Background: an optimization exercise with open tools, aiming at small area, a short achievable clock period and few clock cycles. Do not read the settings as production practice.
Function was not checked in any run shown here: the RTL went through the layout flow alone.
Power figures rest on the tool's default switching activity, not on a simulated workload.

==> flow/design.v <==
module dem_encoder (
    input  wire        clk,
    input  wire        rst,         
    input  wire        start,
    input  wire [15:0] in_len,      
    input  wire [15:0] out_cap,     
    output wire        busy,
    output reg         done,
    output reg         fail,
    output reg  [3:0]  cause,       
    output reg  [15:0] out_len,     
    output wire        rd_en,
    output wire [13:0] rd_addr,     
    input  wire [31:0] rd_data,
    output wire        out_valid,
    output wire [7:0]  out_data,
    input  wire        out_ready
);
    localparam [31:0] OUTW = 32'h8000_0000;
    localparam [2:0] S_SCAN = 3'd0,    
                     S_PAY  = 3'd1,    
                     S_CEND = 3'd2,    
                     S_LAST = 3'd3,    
                     S_F8   = 3'd4,    
                     S_DONE = 3'd5,    
                     S_BAD  = 3'd6;    
    localparam [1:0] K_REC = 2'd0, K_CHUNK = 2'd1, K_F8 = 2'd2;
    reg         run;
    reg  [2:0]  st;
    reg  [13:0] n_w;
    reg  [13:0] ra;           
    reg         rae;          
    reg         iv;           
    reg         ilast;        
    reg         rq_v;
    reg         rq_last;
    reg  [31:0] rq;           
    reg  [31:0] p;            
    reg         bq_v;
    reg         bq_last;
    reg  [31:0] bq;           
    reg  [2:0]  bc;           
    reg         bu;           
    reg         eoi;          
    reg         rec_v;
    reg  [2:0]  t;
    reg  [8:0]  c;            
    reg  [31:0] pb;           
    reg  [3:0]  n4;           
    reg  [3:0]  kl;           
    reg         ovf;          
    reg         first;        
    reg  [13:0] ri;           
    reg         pv;
    reg  [1:0]  pk;
    reg  [2:0]  pt;
    reg  [8:0]  pc;
    reg  [31:0] ppb;
    reg  [2:0]  pnb;
    reg         ov;
    reg  [1:0]  oph;          
    reg  [8:0]  oc;
    reg  [31:0] ob;
    reg  [2:0]  onb;          
    reg  [7:0]  od;           
    reg  [15:0] rem;          
    reg         room;
    wire [31:0] d     = rq - p;
    wire        isout = (rq == OUTW);
    wire        dz    = (d == 32'd0);
    function fits(input [31:0] dv, input integer w);
        reg same;
        reg lowz;
        integer b;
        begin
            same = 1'b1;
            for (b = w - 1; b < 32; b = b + 1) same = same & (dv[b] == dv[31]);
            lowz = 1'b1;
            for (b = 0; b < w - 1; b = b + 1) lowz = lowz & ~dv[b];
            fits = same & ~(dv[31] & lowz);
        end
    endfunction
    wire f4  = fits(d, 4);
    wire f8  = fits(d, 8);
    wire f12 = fits(d, 12);
    wire f16 = fits(d, 16);
    wire f24 = fits(d, 24);
    wire unenc = ~isout & (d == 32'h8000_0000);
    reg  [2:0] cls;
    always @(*) begin
        if (isout)     cls = 3'd0;
        else if (dz)   cls = 3'd1;
        else if (f4)   cls = 3'd2;
        else if (f8)   cls = 3'd3;
        else if (f12)  cls = 3'd4;
        else if (f16)  cls = 3'd5;
        else if (f24)  cls = 3'd6;
        else           cls = 3'd7;
    end
    function [3:0] wn(input [2:0] ty);
        case (ty)
            3'd2: wn = 4'd1;  3'd3: wn = 4'd2;  3'd4: wn = 4'd3;
            3'd5: wn = 4'd4;  3'd6: wn = 4'd6;  3'd7: wn = 4'd8;
            default: wn = 4'd0;
        endcase
    endfunction
    function [2:0] km1(input [2:0] ty);
        case (ty)
            3'd2: km1 = 3'd7;  3'd3: km1 = 3'd3;  3'd4: km1 = 3'd1;
            3'd5: km1 = 3'd1;  default: km1 = 3'd0;
        endcase
    endfunction
    function [31:0] wmask(input [2:0] ty);
        case (ty)
            3'd2: wmask = 32'h0000_000F;  3'd3: wmask = 32'h0000_00FF;
            3'd4: wmask = 32'h0000_0FFF;  3'd5: wmask = 32'h0000_FFFF;
            3'd6: wmask = 32'h00FF_FFFF;  3'd7: wmask = 32'hFFFF_FFFF;
            default: wmask = 32'd0;
        endcase
    endfunction
    wire [31:0] dm_t   = bq & wmask(t);
    wire [31:0] dm_c   = bq & wmask(bc);
    wire [31:0] pb_add = pb | (dm_t << {n4[2:0], 2'b00});
    wire [3:0]  n4_add = n4 + wn(t);
    wire        fit    = (kl != 4'd0);
    wire ph_last  = (oph == 2'd2) ? (onb == 3'd0)
                  : (oph == 2'd1) ? (onb == 3'd0)
                  : (oc <= 9'd31 && onb == 3'd0);
    wire move     = ov && room && out_ready;
    wire ofree    = !ov || (move && ph_last);
    wire take     = pv && (pk != K_F8) && ofree;
    wire slot     = !pv || take;           
    wire brk      = !rec_v || bu || (bc != t) || (c == 9'd287);
    reg  consume;       
    reg  push;          
    reg  [1:0] push_k;
    reg  rewind;        
    always @(*) begin
        consume = 1'b0;
        push    = 1'b0;
        push_k  = K_REC;
        rewind  = 1'b0;
        case (st)
            S_SCAN: if (bq_v) begin
                if (!brk) consume = 1'b1;
                else if (!rec_v) consume = 1'b1;
                else if (slot) begin
                    push = 1'b1;
                    if (ovf) rewind = 1'b1;
                    else     consume = 1'b1;
                end
            end
            S_PAY: if (bq_v) begin
                if (first || fit) consume = 1'b1;
                else if (slot) begin
                    push = 1'b1; push_k = K_CHUNK; consume = 1'b1;
                end
            end
            S_CEND: if (slot) begin push = 1'b1; push_k = K_CHUNK; end
            S_LAST: if (slot) begin push = 1'b1; if (ovf) rewind = 1'b1; end
            S_F8:   if (slot) begin push = 1'b1; push_k = K_F8; end
            default: ;
        endcase
    end
    wire        rd_on    = (st == S_SCAN || st == S_PAY || st == S_CEND);
    wire        issue    = run && rd_on && !rae;
    wire        mab      = rq_v && (!bq_v || consume);
    wire        land     = iv && (!rq_v || mab);
    wire        drop     = iv && rq_v && !mab;
    wire        ra1e     = (ra + 14'd1 == n_w);
    reg  [13:0] ra_nx;
    always @(*) begin
        if (rewind)     ra_nx = ri;
        else if (drop)  ra_nx = ra - 14'd1;
        else if (issue) ra_nx = ra + 14'd1;
        else            ra_nx = ra;
    end
    assign busy      = run;
    assign rd_en     = issue;
    assign rd_addr   = ra;
    assign out_valid = ov && room;
    assign out_data  = od;
    wire [7:0] p_first = (pk == K_CHUNK) ? ppb[7:0]
                       : (pc <= 9'd31) ? {pt, pc[4:0]} : {pt, 5'd0};
    wire fin_ok = run && (st == S_DONE) && !pv && !ov;
    wire fin_f8 = run && pv && (pk == K_F8) && !ov;
    wire fin_f4 = run && ov && !room;
    wire fin_bl = run && (st == S_BAD);
    always @(posedge clk) begin
        if (rst) begin
            run  <= 1'b0;
            done <= 1'b0;
            fail <= 1'b0;
            cause <= 4'd0;
            out_len <= 16'd0;
            st   <= S_DONE;
            iv   <= 1'b0;
            rq_v <= 1'b0;
            bq_v <= 1'b0;
            pv   <= 1'b0;
            ov   <= 1'b0;
        end else begin
            done <= 1'b0;
            if (!run) begin
                if (start) begin
                    run     <= 1'b1;
                    n_w     <= in_len[15:2];
                    ra      <= 14'd0;
                    rae     <= (in_len[15:2] == 14'd0);
                    iv      <= 1'b0;
                    rq_v    <= 1'b0;
                    bq_v    <= 1'b0;
                    p       <= 32'd0;
                    eoi     <= 1'b0;
                    rec_v   <= 1'b0;
                    pv      <= 1'b0;
                    ov      <= 1'b0;
                    rem     <= out_cap;
                    room    <= (out_cap != 16'd0);
                    out_len <= 16'd0;
                    if (in_len[1:0] != 2'd0)      st <= S_BAD;
                    else if (in_len[15:2] == 14'd0) st <= S_DONE;
                    else                          st <= S_SCAN;
                end
            end else if (fin_ok || fin_f8 || fin_f4 || fin_bl) begin
                run   <= 1'b0;
                done  <= 1'b1;
                fail  <= !fin_ok;
                cause <= fin_bl ? 4'd9 : fin_f8 ? 4'd8 : fin_f4 ? 4'd4 : 4'd0;
                if (!fin_ok) out_len <= 16'd0;
                iv    <= 1'b0;
                rq_v  <= 1'b0;
                bq_v  <= 1'b0;
                pv    <= 1'b0;
                ov    <= 1'b0;
            end else begin
                ra  <= ra_nx;
                rae <= (rewind || drop) ? 1'b0 : issue ? ra1e : rae;
                if (rewind) begin
                    iv   <= 1'b0;
                    rq_v <= 1'b0;
                    bq_v <= 1'b0;
                end else begin
                    iv    <= issue && !drop;
                    ilast <= ra1e;
                    if (land) begin
                        rq      <= rd_data;
                        rq_last <= ilast;
                        rq_v    <= 1'b1;
                    end else if (mab) begin
                        rq_v    <= 1'b0;
                    end
                    if (mab) begin
                        bq      <= d;
                        bc      <= cls;
                        bu      <= unenc;
                        bq_last <= rq_last;
                        bq_v    <= 1'b1;
                        if (!isout) p <= rq;
                    end else if (consume) begin
                        bq_v    <= 1'b0;
                    end
                end
                case (st)
                    S_SCAN: if (consume) begin
                        if (!brk) begin
                            c <= c + 9'd1;
                            if (t >= 3'd2) begin
                                if (fit && !ovf) begin
                                    pb <= pb_add;
                                    n4 <= n4_add;
                                    kl <= kl - 4'd1;
                                end else begin
                                    ovf <= 1'b1;
                                end
                            end
                        end else begin
                            t     <= bc;
                            c     <= 9'd1;
                            pb    <= dm_c;
                            n4    <= wn(bc);
                            kl    <= {1'b0, km1(bc)};
                            ovf   <= 1'b0;
                            rec_v <= 1'b1;
                            ri    <= ra - {12'd0, 2'd1 + {1'b0, iv} + {1'b0, rq_v}};
                            if (bu) st <= S_F8;
                        end
                        if (bq_last) begin
                            eoi <= 1'b1;
                            if (!bu) st <= S_LAST;
                        end
                    end else if (rewind) begin
                        st    <= S_PAY;
                        first <= 1'b1;
                        n4    <= 4'd0;
                        kl    <= {1'b0, km1(t)} + 4'd1;
                    end
                    S_PAY: if (consume) begin
                        c <= c - 9'd1;
                        if (fit) begin
                            pb <= pb_add;
                            n4 <= n4_add;
                            kl <= kl - 4'd1;
                        end else begin
                            pb    <= dm_t;
                            n4    <= wn(t);
                            kl    <= {1'b0, km1(t)};
                            first <= 1'b0;
                        end
                        if (c == 9'd1) st <= S_CEND;
                        if (bq_last) eoi <= 1'b1;
                    end
                    S_CEND: if (push) begin
                        rec_v <= 1'b0;
                        st    <= eoi ? S_DONE : S_SCAN;
                    end
                    S_LAST: if (push) begin
                        if (ovf) begin
                            st    <= S_PAY;
                            first <= 1'b1;
                            n4    <= 4'd0;
                            kl    <= {1'b0, km1(t)} + 4'd1;
                        end else begin
                            st    <= S_DONE;
                        end
                    end
                    S_F8: if (push) st <= S_DONE;
                    default: ;
                endcase
                if (push) begin
                    pv  <= 1'b1;
                    pk  <= push_k;
                    pt  <= t;
                    pc  <= c;
                    ppb <= pb;
                    pnb <= (n4[3:1] + {2'b00, n4[0]});
                end else if (take) begin
                    pv  <= 1'b0;
                end
                if (take) begin
                    ov  <= 1'b1;
                    od  <= p_first;
                    oc  <= pc;
                    if (pk == K_CHUNK) begin
                        oph <= 2'd2;
                        ob  <= {8'd0, ppb[31:8]};
                        onb <= pnb - 3'd1;
                    end else begin
                        oph <= 2'd0;
                        ob  <= ppb;
                        onb <= pnb;
                    end
                end else if (move) begin
                    if (ph_last) ov <= 1'b0;
                    if (oph == 2'd0 && oc > 9'd31) begin
                        oph <= 2'd1;
                        od  <= oc[7:0] - 8'd32;
                    end else begin
                        oph <= 2'd2;
                        od  <= ob[7:0];
                        ob  <= {8'd0, ob[31:8]};
                        onb <= onb - 3'd1;
                    end
                end
                if (move) begin
                    out_len <= out_len + 16'd1;
                    rem     <= rem - 16'd1;
                    room    <= (rem != 16'd1);
                end
            end
        end
    end
endmodule
==> flow/run.sh <==
#!/bin/bash
# synth_recipe.tcl (not shown) runs the flow's synth.tcl, then flattens the netlist and writes it again
# the make line also repeats each setting of config.mk as NAME=value (left out here)
make -C /OpenROAD-flow-scripts/flow DESIGN_CONFIG=/design/flow/config.mk WORK_HOME=/design/flow/orfs CLKGATE_MAP_FILE= SYNTH_SCRIPT=/design/flow/synth_recipe.tcl finish
==> flow/config.mk <==
export PLATFORM = sky130hd
export DESIGN_NAME = dem_encoder
export DESIGN_NICKNAME = dem_encoder
export VERILOG_FILES = /design/flow/design.v
export SDC_FILE = /design/flow/constraint.sdc
export NUM_CORES = 4
export LEC_CHECK = 0
export CAP_MARGIN = 20
export CORE_MARGIN = 2
export CORE_UTILIZATION = 40
export SETUP_SLACK_MARGIN = 5
export SLEW_MARGIN = 20
export TNS_END_PERCENT = 100
==> flow/constraint.sdc <==
create_clock -name core_clock -period 10.0 [get_ports {clk}]
set_input_delay 2.0000 -clock core_clock [delete_from_list [all_inputs] [get_ports {clk}]]
set_output_delay 2.0000 -clock core_clock [all_outputs]
set_load 0.01 [all_outputs]
==> results of run 1 <==
==> where the power goes <==
part	internal [mW]	total, mW	switching, mW	leakage [nW]
sequential	1.67	1.73	0.0597	3.18
combinational	0.214	0.536	0.323	4.48
clock	0.860	1.44	0.578	0.616
==> cells by family after synthesis <==
kind of cell	share of synthesized area, %
AO/OA/AOI/OAI	16.3
XOR/XNOR	4.09
adder cells (fa/ha/maj)	3.94
buffers and inverters	4.45
flip-flops	50.0
multiplexers	3.41
other	0.0182
AND/OR/NAND/NOR	17.8
==> timing repair <==
item,CTS,global route
hold buffers,0,0
setup endpoints to repair,100,169
cloned,1,0
pin swaps,2,0
setup buffers,4,0
resized for setup,5,5
==> routing by layer <==
layer  global-route usage (%)  part of all wire (%)  routed length, microns
met5                        0                     0                       0
met4                     6.05                   2.3                    1180
met3                     2.20                   4.5                    2340
met2                     31.2                    47                   24400
met1                     27.2                    46                   24100
==> registers in the layout, summed over array words and instances, names as in the netlist, 14 cells and up <==
| name | flops |
|---|---|
| bq | 32 |
| pb | 32 |
| rq | 32 |
| ri | 14 |
| ob | 32 |
| p | 32 |
| ra | 14 |
| ppb | 32 |
| out_len | 16 |
| rem | 16 |
| n_w | 14 |
==> layout make-up <==
class / count / area [sq um] / area share (%)
Multi-Input combinational cell: 1475 / 9500 / 40.1
Timing Repair Buffer: 139 / 1360 / 5.76
Inverter: 111 / 417 / 1.76
Clock buffer: 47 / 1030 / 4.34
Clock inverter: 20 / 235 / 0.994
Sequential cell: 352 / 10300 / 43.4
Tap cell: 680 / 851 / 3.60
==> final timing paths <==
kind         endpoint  slack (ns)  cells after the start
max              p[7]        5.18                      9
min           bq_last        0.42                      0
max reg2reg     bc[0]        5.27                     16
min reg2reg   bq_last        0.42                      0
==> synthesized netlist by cell type, drive strengths merged (5+ instances only) <==
| library cell | number | area share [%] |
|---|---|---|
| nand3 | 74 | 1.8 |
| dfxtp | 30 | 2.9 |
| a221o | 7 | 0.34 |
| xnor2 | 55 | 2.3 |
| a221oi | 7 | 0.33 |
| a21oi | 129 | 3.2 |
| a32oi | 8 | 0.34 |
| o221ai | 24 | 1.0 |
| clkbuf | 90 | 1.6 |
| or3 | 15 | 0.48 |
| a31oi | 22 | 0.70 |
| nand4 | 31 | 0.94 |
| nand2 | 189 | 3.5 |
| a211oi | 32 | 1.2 |
| nor3b | 9 | 0.33 |
| nand3b | 9 | 0.33 |
| buf | 33 | 0.78 |
| nor2b | 18 | 0.55 |
| a21o | 17 | 0.62 |
| mux2i | 60 | 2.9 |
| nor3 | 50 | 1.2 |
| o21ai | 132 | 3.2 |
| o22ai | 33 | 1.0 |
| nor2 | 161 | 3.0 |
| mux2 | 9 | 0.49 |
| xor2 | 41 | 1.7 |
| a311oi | 7 | 0.30 |
| o211a | 5 | 0.24 |
| and3 | 34 | 1.0 |
| o2bb2ai | 6 | 0.26 |
| edfxtp | 322 | 47 |
| o211ai | 17 | 0.62 |
| a22oi | 6 | 0.22 |
| inv | 111 | 2.0 |
| or4 | 6 | 0.24 |
| nand2b | 18 | 0.55 |
| ha | 60 | 3.7 |
| nor4 | 37 | 1.1 |
| or2 | 11 | 0.33 |
| o21a | 12 | 0.44 |
| and2 | 48 | 1.5 |
| and4 | 9 | 0.38 |
==> cells in the final DEF (no fill, tap or decap), types with 9 or more instances in the layout <==
master                              n
sky130_fd_sc_hd__o211ai_1          17
sky130_fd_sc_hd__nor2_1           158
sky130_fd_sc_hd__edfxtp_1         322
sky130_fd_sc_hd__clkbuf_16         40
sky130_fd_sc_hd__and3_1            34
sky130_fd_sc_hd__o22ai_1           33
sky130_fd_sc_hd__a31oi_1           21
sky130_fd_sc_hd__and2_1            47
sky130_fd_sc_hd__nor2b_1           16
sky130_fd_sc_hd__inv_1            110
sky130_fd_sc_hd__dfxtp_1           29
sky130_fd_sc_hd__o21ai_0          128
sky130_fd_sc_hd__mux2_2             9
sky130_fd_sc_hd__mux2i_1           60
sky130_fd_sc_hd__or2_2             11
sky130_fd_sc_hd__nor4_1            37
sky130_fd_sc_hd__o21a_1            11
sky130_fd_sc_hd__a21o_1            17
sky130_fd_sc_hd__xnor2_1           55
sky130_fd_sc_hd__nor3_1            48
sky130_fd_sc_hd__nand4_1           31
sky130_fd_sc_hd__o221ai_1          24
sky130_fd_sc_hd__clkdlybuf4s50_1  113
sky130_fd_sc_hd__nand3b_1           9
sky130_fd_sc_hd__nand3_1           74
sky130_fd_sc_hd__or3_1             14
sky130_fd_sc_hd__buf_4             23
sky130_fd_sc_hd__xor2_1            41
sky130_fd_sc_hd__nand2_1          189
sky130_fd_sc_hd__ha_1              60
sky130_fd_sc_hd__nand2b_1          17
sky130_fd_sc_hd__a21oi_1          122
sky130_fd_sc_hd__a211oi_1          28
sky130_fd_sc_hd__and4_1             9
==> through the flow <==
step | util, % | setup WS (ns) | instances | hold slack, ns
final | 46.3 | 5.18 | 2824 | 0.424
after global placement | 43.6 | 4.16 | 2752 | 0.401
after floorplan | - | 5.08 | 2060 | 0.400
after detailed placement | 43.6 | 3.98 | 2752 | 0.413
after global routing | 46.3 | 5.00 | 2824 | 0.434
after CTS | 46.2 | 4.95 | 2824 | 0.426
==> run notes, run 1 <==
The flow ran to the end and the layout has no timing, DRC or antenna violations. The startpoint type of the worst setup path was a primary input. At the pin with the least slew margin, the transition time is 0.884 ns.

Of the synthesized area, sequential elements account for 50.0%. VDD sags by at most 0.000130 V. The first global-routing pass estimated 83,600 microns of wire. Setup violations remaining at the end of the flow were counted as 0. CTS placed an instance of sky130_fd_sc_hd__clkbuf_16 at the clock tree root.

The horizontal die dimension was 231 microns; the required time at the endpoint of the critical path was 10.27 ns. Slowest library cell on the worst path: sky130_fd_sc_hd__a221o_1. The nature of the critical path endpoint was a register. Timing would allow up to 0.207 GHz. For the core outline area, the log shows 51,100 sq um. After technology mapping, the gate count stands at 2,060. Of the cells placed in the final design, the portion with a size suffix greater than 1 is 6.62%. Fill cells in the final layout number 4,907.

For this configuration, the core starts out at a cell density of 40.2%. In this run the cell area of the synthesized design comes to 20,600 sq um. For the yosys synthesis warning count, the log shows 1.

The worst setup path startpoint is out_ready. After global routing the overflow that remains totals 0. A synthesized cell averages 9.98 sq um.

The startpoint identified for the worst hold timing path is rq_last. Detailed placement finished with a half-perimeter wire length of 37,300 microns. Summed over all layers, the routed wires come to 52,000 microns. The number of different library cells used by synthesis comes to 88.

The maximum single-stage delay on the critical path is 0.69 ns. The global router's overall resource usage came out at 19.3%. The buffers plus inverters on the worst setup path was 2; the post-detailed-route DRC marker count was 0.

For the post-placement cell area, the log shows 22,300 sq um. TritonCTS built the clock tree. The tools report the diode insertion count for antenna repair as 0.

In the final timing run, aggregate negative setup slack is 0 ns. The number of levels the H-tree was split into is 2. The number of pins exceeding their max-slew limit in the final report is 0, and the number of buffers between clock root and the deepest sink is 3. Synthesis inferred 352 register bits. The final standard cell area without fillers is 23,700 sq um. The number of antenna violations at the first check in global routing was 0; the clock latency at the later pin of the worst-skew pair was 0.56 ns.

The maximum fanout encountered on the critical timing path is 17. Walking the worst path, the cells encountered are clkdlybuf4s50_1, nand2_1, nor3b_1, o21a_2, o21ai_2, a221o_1, nand4b_1, a21oi_4, buf_4. The area added between synthesis and finish is 15.1%, and the number of flops mapped to enable cells by yosys is 322.

The worst register-to-register path begins at rq[15]. Among cell families on the critical path, the largest total delay comes from compound AO/OA/AOI/OAI gates. The area enclosed by the die boundary came out at 53,200 sq um. The tools report the via count as 16,000. The logs give 83 for the number of standard-cell rows in the floorplan and 15,300 for the via count of the first global-routing pass. The number of nets in the synthesized netlist is 2,191. The critical path is of the primary input to register type. After detailed routing, the number of vias per cell comes to 5.68.

The die is 231 microns tall. The number of clock buffers added by TritonCTS is 39. Setup repair after global routing left no endpoint under its margin.

The antenna violation net count after detailed routing was 0. Of the available clock period, the critical path in the final layout requires 48.2%. Type of the worst min-delay path: register to register. The number of max-cap violations was 0; the last weighted congestion value of the routability-driven placer was 0.881.

The arrival time at the worst endpoint was 5.09 ns; the final critical-path required period was 4.82 ns. The tools report the sum of internal, switching and leakage power as 3.71 mW. After the last flow step, the layout net total stands at 2,249. The violation count after the first detailed-route iteration was 1,363; the worst-case clock skew was 0.0312 ns.

In this run the count of I/O pins placed on the die edge is 115. The top flip-flop cell by instance count after synthesis was sky130_fd_sc_hd__edfxtp_1. The logs give 8.27 nW for the static leakage and 0 for the number of hold violations in the final report. Counting flops with an async set or reset pin after synthesis yields a share of 0%.

After clock tree synthesis, the clock-pin slew on the worst setup and hold paths is 0.06 ns. The average wire length per cell after detail routing works out to 18.4 microns. In this run the power density over the cells is 157 nW/um^2.

The tools report the number of sinks on the clock net as 352. The number of detailed-routing iterations run before antenna repair was 5. The count of input and output buffers is 113. Entering global routing, the biggest net connects 88 pins. In this run the tightest slew margin relative to its limit is 41.1%.
==> run 2, diff against run 1 <==
==> flow/flow/run.sh (new file) <==
#!/bin/bash
set -euo pipefail
bash standard.sh SETUP_SLACK_MARGIN=7 finish > standard.log 2>&1
==> flow/standard.sh (new file) <==
#!/bin/bash
# synth_recipe.tcl (not shown) runs the flow's synth.tcl, then flattens the netlist and writes it again
# the make line also repeats each setting of config.mk as NAME=value (left out here)
make -C /OpenROAD-flow-scripts/flow DESIGN_CONFIG=/design/flow/config.mk WORK_HOME=/design/flow/orfs CLKGATE_MAP_FILE= SYNTH_SCRIPT=/design/flow/synth_recipe.tcl "${@:-finish}"
removed: flow/run.sh
==> run notes, run 2 <==
The flow ran to the end and the layout has no timing, DRC or antenna violations. The horizontal die dimension is 231 microns. For this block, the routed nets add up to 68,600 microns of wire.

The mapped netlist covers 20,600 sq um. Setup slack on the worst reg-to-reg path comes out at 5.97 ns. Excluding fillers, the count of instances in the completed layout stands at 3,125.

The internal power of the cells totals 2.92 mW. Leaving out fill and tap cells, the most frequent cell in the layout is sky130_fd_sc_hd__edfxtp_1. The library cells used most frequently in the layout, excluding fill and tap cells, are sky130_fd_sc_hd__edfxtp_1, sky130_fd_sc_hd__nand2_1, sky130_fd_sc_hd__buf_4, sky130_fd_sc_hd__nor2_1, sky130_fd_sc_hd__buf_6. At the end of the flow, the number of nets in the layout was 2,544. After the first detailed-routing iteration, the DRC count stood at 1,601. The count of fill cells added during filler insertion was 4,117; the area fraction of the dominant cell type after synthesis was 47.0%. The worst setup path is captured at a register.

The first global-routing pass estimated 99,200 microns of wire. STA classifies the critical path startpoint as a register. The critical path ends at bc[0]. The run gives 11,400 sq um as the total area of multi-input combinational cells.

After synthesis the netlist holds a flip-flop and latch count of 352. A synthesized cell averages 9.98 sq um. Once detail routing completed, the nets flagged for antenna violations numbered 0. Worst setup path startpoint: rq[0]. The reg-to-reg critical path endpoint was bc[0]. In this run the worst path has a maximum fanout of 2. Clock-pin slew was measured on the worst setup and hold paths at 0.06 ns.

The number of antenna violations at the first check in global routing is 0. Summing all non-filler instances in the final layout gives an area of 29,000 sq um. Type of the worst min-delay path: register to register. Sequential elements use 50.0% of the synthesized area. The core outline area came out at 51,100 sq um.

Beginning of the worst register-to-register path: rq[0]. In this run the static leakage power is 10.5 nW. The tools report the number of buffers between clock root and the deepest sink as 3.

Summed over all instances, the cell type with the most area after synthesis is sky130_fd_sc_hd__edfxtp_1. The clock network fraction of design power was 37.0%; the via-per-instance ratio was 5.96. The critical path goes through inv_2, ha_4, fa_2, nand2b_4, a21oi_4, o211ai_1, nand4b_1, and3_4, o21a_1, o21a_1, o21ai_2, nand2b_1, xnor2_2, ha_1, nand3_1, or4b_4, a21oi_4, o32ai_2. The most frequently used cell type in the post-synthesis netlist was sky130_fd_sc_hd__edfxtp_1. The first TritonRoute pass finished after 5 iterations. The area enclosed by the die boundary was 53,200 sq um; the setup slack after layout was 5.97 ns. For the maximum clock frequency, the log shows 0.248 GHz. The sum of internal, switching and leakage power was 4.05 mW; the worst hold path cell count was 0.

The worst-case clock skew was 0.0419 ns. Prior to clock tree synthesis, the placed netlist has a worst setup slack of 4.17 ns. In this run, synthesis inferred 322 flip-flops with an integrated enable. The worst voltage drop across the vdd grid was 0.000113 V. The root buffer cell chosen for the clock tree is sky130_fd_sc_hd__clkbuf_16. The final critical-path required period is 4.03 ns. The tools report the fraction of power consumed by combinational cells as 20.6%.

The slowest stage of the critical path belongs to the cell sky130_fd_sc_hd__or4b_4. After synthesis, the cell types taking the most area are sky130_fd_sc_hd__edfxtp_1, sky130_fd_sc_hd__ha_1, sky130_fd_sc_hd__nand2_1, sky130_fd_sc_hd__o21ai_0, sky130_fd_sc_hd__a21oi_1. The wire-length estimate of the detail-placed layout is 37,000 microns. Across every metal layer, demand over resource in global routing totals 23.5%.

The critical path in this run is classified as register to register. For this run, design rule violations remaining after detail routing come to 0. The tool flagged a number of max-cap violations equal to 0. For the clock latency at the later pin of the worst-skew pair, the log shows 0.60 ns. In the synthesized netlist, the number of instances is 2,060. The run gives 2,191 as the synthesized netlist net count.

Cells with a size suffix above 1 make up 29.9% of the layout. In this run the tightest slew margin relative to its limit is 22.9%. For the worst setup path, the data arrival time is 4.32 ns. For the number of sinks on the clock net, the log shows 352. The switching share of power is 27.9%, and the largest net degree at the start of global routing is 92. The number of placed instances with taps included came out at 2,744. The maximum single-stage delay on the critical path was 0.57 ns; the number of buffers created by CTS was 42. The tightest hold margin came out at 0.425 ns. TritonCTS built the clock tree. For the post-placement cell area, the log shows 22,400 sq um. Dividing total power by cell area gives a power density of 140 nW/um^2. The fraction of the cycle the final worst path needs is 40.3%.

For the diode insertion count for antenna repair, the log shows 0. Compared with the post-synthesis result, the final layout area differs by 41.1%. The average wire length per cell after detail routing was 21.9 microns. The number of hold violations in the final report was 0; the hold buffer count at CTS was 0. Setup repair after global routing could not meet its margin everywhere. For the yosys synthesis warning count, the log shows 1.

By count the netlist is led by sky130_fd_sc_hd__edfxtp_1, sky130_fd_sc_hd__nand2_1, sky130_fd_sc_hd__nor2_1. The effective utilization at floorplan is 40.2%, and the via count of the first global-routing pass is 17,600. The number of setup violations in the final report was 0. Summed over all nets, the switching power comes to 1.13 mW. For this design the top-level I/O count stands at 115. The congestion estimate from routability-driven global placement came to 0.885. In the final timing run, aggregate negative setup slack is 0 ns. The number of cells on the worst reg-to-reg path is 18. Summed over all layers, the global routing overflow is 0. For this run, asynchronously set or reset flops after synthesis account for 0%. The die is 231 microns tall.

After synthesis, the netlist uses 88 different library cells. The clock tree synthesis step divided the H-tree into 2 levels. At the end of the flow the core is filled with cells to 56.8%. The footprint of the flip-flops and latches was 10,300 sq um; the measured slew at the worst slew-check pin was 1.15 ns. The via count came out at 18,600.

The logs give 10.29 ns for the required time at the endpoint of the critical path and 0 for the number of pins exceeding their max-slew limit in the final report. The top flip-flop cell by instance count after synthesis was sky130_fd_sc_hd__edfxtp_1. The count of buffers added on input and output ports is 113.

After floorplanning, the core was divided into 83 placement rows. Per report_power, the sequential group accounts for 42.4% of the total.
[run 2: critical path: cells and delay by family (launching register included)]
kind                     cells  cell delay, ns
AND/OR/NAND/NOR              6            1.27
flip-flops                   1            0.41
AO/OA/AOI/OAI                7            1.05
XOR/XNOR                     1            0.18
buffers and inverters        1            0.12
adder cells (fa/ha/maj)      3            0.68
[run 2: worst min-delay path by stage]
stage,start,end,slack [ns]
2_1_floorplan,rq_last,bq_last,0.40
3_3_place_gp,rq_last,bq_last,0.41
3_5_place_dp,rq_last,bq_last,0.41
4_1_cts,rq_last,bq_last,0.43
5_1_grt,ilast,rq_last,0.43
6_report,ilast,rq_last,0.42
[run 2: repair_timing]
item	CTS	global route
setup buffers	190	58
resized for setup	553	201
cloned	49	8
endpoints found under the hold margin	0	0
pin swaps	96	93
endpoints found under the setup margin	500	461
[run 2: final cells by class]
cell class | count | share of cell area [%]
Tap cell | 680 | 2.93
Timing Repair Buffer | 411 | 16.3
Clock buffer | 50 | 3.80
Multi-Input combinational cell | 1495 | 39.1
Clock inverter | 26 | 0.794
Sequential cell | 352 | 35.6
Inverter | 111 | 1.46
[run 2: power groups by stage]
stage	Clock, mW	Combinational [mW]	Sequential [mW]
final	1.50	0.836	1.72
after floorplan	0	0.400	1.73
after detailed placement	0	0.528	1.76
after global routing	1.57	0.893	1.72
after CTS	1.51	0.749	1.72
after global placement	0	0.518	1.76
[run 2: logic make-up (layout without fill, tap and decap cells)]
logic type      count (synthesis)  in the layout  share of synthesized area (%)
fa+ha+maj                      63             63                           3.94
compound gates                513            517                           16.3
buf+inv                       234            598                           4.45
other cells                     1              1                         0.0182
flops                         352            352                           50.0
mux                            69             69                           3.41
simple gates                  732            749                           17.8
xor+xnor                       96             96                           4.09
[run 2: per-layer routing]
metal  wire (microns)  vias up  global-route usage [%]  share of wire, %
met5                0        -                       0                 0
met4             3230        0                    8.99               4.7
met3             5380      231                    3.73               7.8
met2            33000     1008                    39.3                48
met1            27000     8932                    30.7                39
li1                 -     8460                       -                 -

==> what the ideal ports hide <==
No port has a modelled driver above. Below, the same layouts with a new extraction and two added sets of constraints.
Step 1 assumes that a clkbuf_16 drives the clock port and a buf_2 every other input.
Step 2 times the ports against the registers' clock, not the clock port: input delays grow and output delays shrink by t, the midpoint of the rising clock arrivals with the driver on.
Three values: no drivers, after step 1, after step 2; two values: the first two.
| run | t, ns | slack for setup (ns) | hold WS [ns] | worst register clock-pin slew, ns |
|---|---|---|---|---|
| run 1 | 0.600 | 5.176 / 5.159 / 4.610 | 0.424 / 0.424 / 0.424 | 0.06 / 0.06 |
| run 2 | 0.636 | 5.971 / 5.971 / 5.542 | 0.425 / 0.425 / 0.425 | 0.07 / 0.07 |
After both steps setup and hold are still met in every run listed. The setup slack of run 1, which loses most, moves by -0.017 ns with the drivers and by -0.566 ns with both steps.
